This design comes from an exercise in tuning for small area on the open sky130 flow, not from production work. Only simulation tests tie the RTL to the original design; equivalence was not proved. No activity file was given, so power comes from the tool's default toggle rates. The clock port is modelled as an ideal driver; clocking choices that lean on that would not hold on a real chip.

v47:
## framecodec_rx
module framecodec_rx (
    input  wire        clk,
    input  wire        rst,          
    input  wire        bus_req,
    input  wire        bus_we,
    input  wire [11:0] bus_addr,
    input  wire [31:0] bus_wdata,
    output reg  [31:0] bus_rdata,
    output reg         bus_err,
    input  wire        rxd,
    output wire        irq
);
Size: ~2200 flip-flops, about 83 I/O pins, ~0.059 mm2 of cells after synthesis.
clock: 10.0 ns
lec_check: 0
cap_margin: 20
core_margin: 2
core_utilization: 70
slew_margin: 20
synth_hierarchical: 1
synth_minimum_keep_size: 0
standard.sh (not shown) runs the stock make flow with config.mk's settings and CLKGATE_MAP_FILE= SYNTH_SCRIPT=/design/flow/synth_recipe.tcl, a recipe that flattens the netlist after the stock synthesis.
==> flow/flow/run.sh <==
#!/bin/bash
# Own layout flow: the standard ORFS flow (standard.sh, unchanged synthesis,
# floorplan, power grid and tap cells), with two changes:
#  - clock tree: no dummy loads, sink clusters of up to 27 flip-flops within
#    80 um, driven by buf_12 (as strong as clkbuf_16 at these loads, and
#    smaller), clkbuf_16 at the root (the default tree balances with
#    hundreds of dummy loads and small clusters);
#  - port buffers: every input and output port still gets a buffer, of the
#    smallest buffer cell.
# Each step's full output goes to a log of its own in this folder.
set -euo pipefail
export CTS_ARGS="-sink_clustering_enable -repair_clock_nets -dont_use_dummy_load -sink_clustering_size 27 -sink_clustering_max_diameter 80 -buf_list sky130_fd_sc_hd__buf_12 -root_buf sky130_fd_sc_hd__clkbuf_16"
export BUFFER_PORTS_ARGS="-buffer_cell sky130_fd_sc_hd__buf_1"
for step in synth floorplan place cts route finish; do
    bash standard.sh "$step" > "flow_$step.log" 2>&1
done
test -f out/final.def
v47 reached the end of the flow, and the finished layout is clean on the timing, design-rule and antenna checks.
[inputs] v23 vs v47
# v47
export LEC_CHECK = 0
export CAP_MARGIN = 20
export CORE_MARGIN = 2
export CORE_UTILIZATION = 70
export SLEW_MARGIN = 20
export SYNTH_HIERARCHICAL = 1
export SYNTH_MINIMUM_KEEP_SIZE = 0
create_clock -name core_clock -period 10.0 [get_ports {clk}]
# v23
export LEC_CHECK = 0
export CAP_MARGIN = 20
export CORE_MARGIN = 2
export CORE_UTILIZATION = 80
export SLEW_MARGIN = 20
export SYNTH_HIERARCHICAL = 1
export SYNTH_MINIMUM_KEEP_SIZE = 0
create_clock -name core_clock -period 10.0 [get_ports {clk}]
--- outcome ---
Per the final summary, v23 finished and its layout is clean on timing, DRC and antenna. [v23] detail-routed via count per cell rose 8.6% relative to v47. Relative to v47, the maximum clock frequency measured on v23 has increased by a few percent. Lower area added between synthesis and finish was reported by v23, not v47. The lower non-clock buffer instance count of the final layout of v47 and v23 is in v23. Comparing the two runs side by side, v23 comes out ahead of v47 on final clock skew. Between v47 and v23, the difference in net switching power figure is negligible. Reported for v47 and v23, count of non-CTS inverters in the layout turned out identical to the last digit. Compared to v47, v23 shows a wider setup margin. v23 vs. v47: wire length grew by 5.6%; global-route wire length before repair grew by 12000 um.
Inputs modified between v23 and v17:
# v23
export LEC_CHECK = 0
export CAP_MARGIN = 20
export CORE_MARGIN = 2
export CORE_UTILIZATION = 80
export SLEW_MARGIN = 20
export SYNTH_HIERARCHICAL = 1
export SYNTH_MINIMUM_KEEP_SIZE = 0
create_clock -name core_clock -period 10.0 [get_ports {clk}]
# v17
export LEC_CHECK = 0
export CAP_MARGIN = 20
export CORE_MARGIN = 2
export CORE_UTILIZATION = 70
export SLEW_MARGIN = 20
export SYNTH_HIERARCHICAL = 1
export SYNTH_MINIMUM_KEEP_SIZE = 0
create_clock -name core_clock -period 10.0 [get_ports {clk}]
==> flow/flow/run.sh <==
#!/bin/bash
# Own layout flow: the standard ORFS flow (standard.sh, unchanged synthesis,
# floorplan, power grid and tap cells), with two changes:
#  - clock tree: no dummy loads, sink clusters of up to 28 flip-flops within
#    80 um, driven by buf_12 (as strong as clkbuf_16 at these loads, and
#    smaller), clkbuf_16 at the root (the default tree balances with
#    hundreds of dummy loads and small clusters);
#  - port buffers: every input and output port still gets a buffer, of the
#    smallest buffer cell.
# Each step's full output goes to a log of its own in this folder.
set -euo pipefail
export CTS_ARGS="-sink_clustering_enable -repair_clock_nets -dont_use_dummy_load -sink_clustering_size 28 -sink_clustering_max_diameter 80 -buf_list sky130_fd_sc_hd__buf_12 -root_buf sky130_fd_sc_hd__clkbuf_16"
export BUFFER_PORTS_ARGS="-buffer_cell sky130_fd_sc_hd__buf_1"
for step in synth floorplan place cts route finish; do
    bash standard.sh "$step" > "flow_$step.log" 2>&1
done
test -f out/final.def
## What came out
v17 closes out successfully: all stages finished, all timing, DRC and antenna checks passed. v23 closes out successfully: all stages finished, all timing, DRC and antenna checks passed. Wire length was lower in v17 than in v23. On clock period minus worst slack: v17 sits above v23. v17 vs. v23: arrival time reported for the critical path endpoint +0.22 ns; source-to-sink clock delay at the later pin of the worst-skew pair decreased by 0.02 ns relative to the old numbers; cell-internal power held steady; routed length on met3 down 29%; sequential power roughly the same. Power: v17 better than v23. [compare] base=v23 new=v17: slack of the critical path decreased by 0.24 ns relative to the old numbers, horizontal extent of the die rose by about 7%.
Setup changes, v17 to v55
==> flow/flow/run.sh <==
#!/bin/bash
# Own layout flow: the standard ORFS flow (standard.sh, unchanged synthesis,
# floorplan, power grid and tap cells), with two changes:
#  - clock tree: no dummy loads, sink clusters of up to 30 flip-flops within
#    80 um, driven by buf_12 (as strong as clkbuf_16 at these loads, and
#    smaller), clkbuf_16 at the root (the default tree balances with
#    hundreds of dummy loads and small clusters);
#  - port buffers: every input and output port still gets a buffer, of the
#    smallest buffer cell.
# Each step's full output goes to a log of its own in this folder.
set -euo pipefail
export CTS_ARGS="-sink_clustering_enable -repair_clock_nets -dont_use_dummy_load -sink_clustering_size 30 -sink_clustering_max_diameter 80 -buf_list sky130_fd_sc_hd__buf_12 -root_buf sky130_fd_sc_hd__clkbuf_16"
export BUFFER_PORTS_ARGS="-buffer_cell sky130_fd_sc_hd__buf_1"
for step in synth floorplan place cts route finish; do
    bash standard.sh "$step" > "flow_$step.log" 2>&1
done
test -f out/final.def
As far as global-route usage is concerned, v17 and v55 perform about the same.
Part of the total power dissipated in the clock network came out lower on v55 than on v17.
Compared with v17, in v55 worst-case setup margin in the final layout decreased by 0.16 ns relative to the old numbers, max-cap check violation count closely matched the old numbers, net count of the finished layout closely matched the old numbers, critical path depth closely matched the old numbers, share of layout cells above drive strength 1 closely matched the old numbers.

---

Setup of the reference run:
Starting RTL as in the previous note.
export LEC_CHECK = 0
export CAP_MARGIN = 20
export CORE_MARGIN = 2
export CORE_UTILIZATION = 80
export SLEW_MARGIN = 20
export SYNTH_HIERARCHICAL = 1
export SYNTH_MINIMUM_KEEP_SIZE = 0
create_clock -name core_clock -period 10.0 [get_ports {clk}]
==> flow/flow/run.sh <==
#!/bin/bash
# Own layout flow: the standard ORFS flow (standard.sh, unchanged synthesis,
# floorplan, power grid and tap cells), with two changes:
#  - clock tree: no dummy loads, sink clusters of up to 30 flip-flops within
#    80 um, driven by buf_12 (as strong as clkbuf_16 at these loads, and
#    smaller), clkbuf_16 at the root (the default tree balances with
#    hundreds of dummy loads and small clusters);
#  - port buffers: every input and output port still gets a buffer, of the
#    smallest buffer cell.
# Each step's full output goes to a log of its own in this folder.
set -euo pipefail
export CTS_ARGS="-sink_clustering_enable -repair_clock_nets -dont_use_dummy_load -sink_clustering_size 30 -sink_clustering_max_diameter 80 -buf_list sky130_fd_sc_hd__buf_12 -root_buf sky130_fd_sc_hd__clkbuf_16"
export BUFFER_PORTS_ARGS="-buffer_cell sky130_fd_sc_hd__buf_1"
for step in synth floorplan place cts route finish; do
    bash standard.sh "$step" > "flow_$step.log" 2>&1
done
test -f out/final.def
[inputs] the trial run vs the reference run
Settings: changing CORE_UTILIZATION from 80 to 70.
==> flow/flow/run.sh <==
#!/bin/bash
# Own layout flow: the standard ORFS flow (standard.sh, unchanged synthesis,
# floorplan, power grid and tap cells), with two changes:
#  - clock tree: no dummy loads, sink clusters of up to 30 flip-flops within
#    80 um, clkbuf_16 buffers (the default tree balances with hundreds of
#    dummy loads and small clusters);
#  - port buffers: every input and output port still gets a buffer, of the
#    smallest buffer cell.
# Each step's full output goes to a log of its own in this folder.
set -euo pipefail
export CTS_ARGS="-sink_clustering_enable -repair_clock_nets -dont_use_dummy_load -sink_clustering_size 30 -sink_clustering_max_diameter 80 -buf_list sky130_fd_sc_hd__clkbuf_16"
export BUFFER_PORTS_ARGS="-buffer_cell sky130_fd_sc_hd__buf_1"
for step in synth floorplan place cts route finish; do
    bash standard.sh "$step" > "flow_$step.log" 2>&1
done
test -f out/final.def
==> comparison <==
- Lower setup slack of the worst register-to-register path among the trial run and the reference run: the reference run
- Changes observed in the trial run relative to the reference run: non-clock buffer count rose by 2.6%, met2 routing resource usage after global routing fell by 9.6 points.

afterwards: timing with drivers on the ports:
In the flow no input, the clock included, has a driving cell. The finished layouts below were timed again as built, in two steps.
Step 1: set_driving_cell puts a clkbuf_16 on clk and a buf_2 on each other input, an assumption about the parent block.
Step 2 moves the port delays by t, midway between the first and last clock arrival at a register: inputs arrive t later, outputs are due t later. That takes back most of the time a late clock gives input paths.
Three values: ideal ports, drivers, drivers and shift; two values: the first two.
| run | t (ns) | setup WS [ns] | worst hold slack (ns) | clock arrival spread, ns |
|---|---|---|---|---|
| v47 | 0.704 | 1.339 / 1.385 / 0.681 | 0.301 / 0.301 / 0.301 | 0.080 / 0.080 |
| v23 | 0.712 | 1.634 / 1.684 / 0.972 | 0.302 / 0.302 / 0.302 | 0.067 / 0.066 |
| v17 | 0.695 | 1.396 / 1.441 / 0.746 | 0.305 / 0.305 / 0.305 | 0.081 / 0.081 |
| v55 | 0.692 | 1.236 / 1.281 / 0.589 | 0.295 / 0.295 / 0.295 | 0.079 / 0.080 |
| the reference run | 0.699 | 1.614 / 1.664 / 0.965 | 0.295 / 0.295 / 0.295 | 0.091 / 0.090 |
| the trial run | 0.707 | 1.339 / 1.382 / 0.675 | 0.291 / 0.291 / 0.291 | 0.076 / 0.076 |
After both steps setup and hold are still met in every run listed. The setup slack of the trial run, which loses most, moves by +0.043 ns with the drivers and by -0.664 ns with both steps.
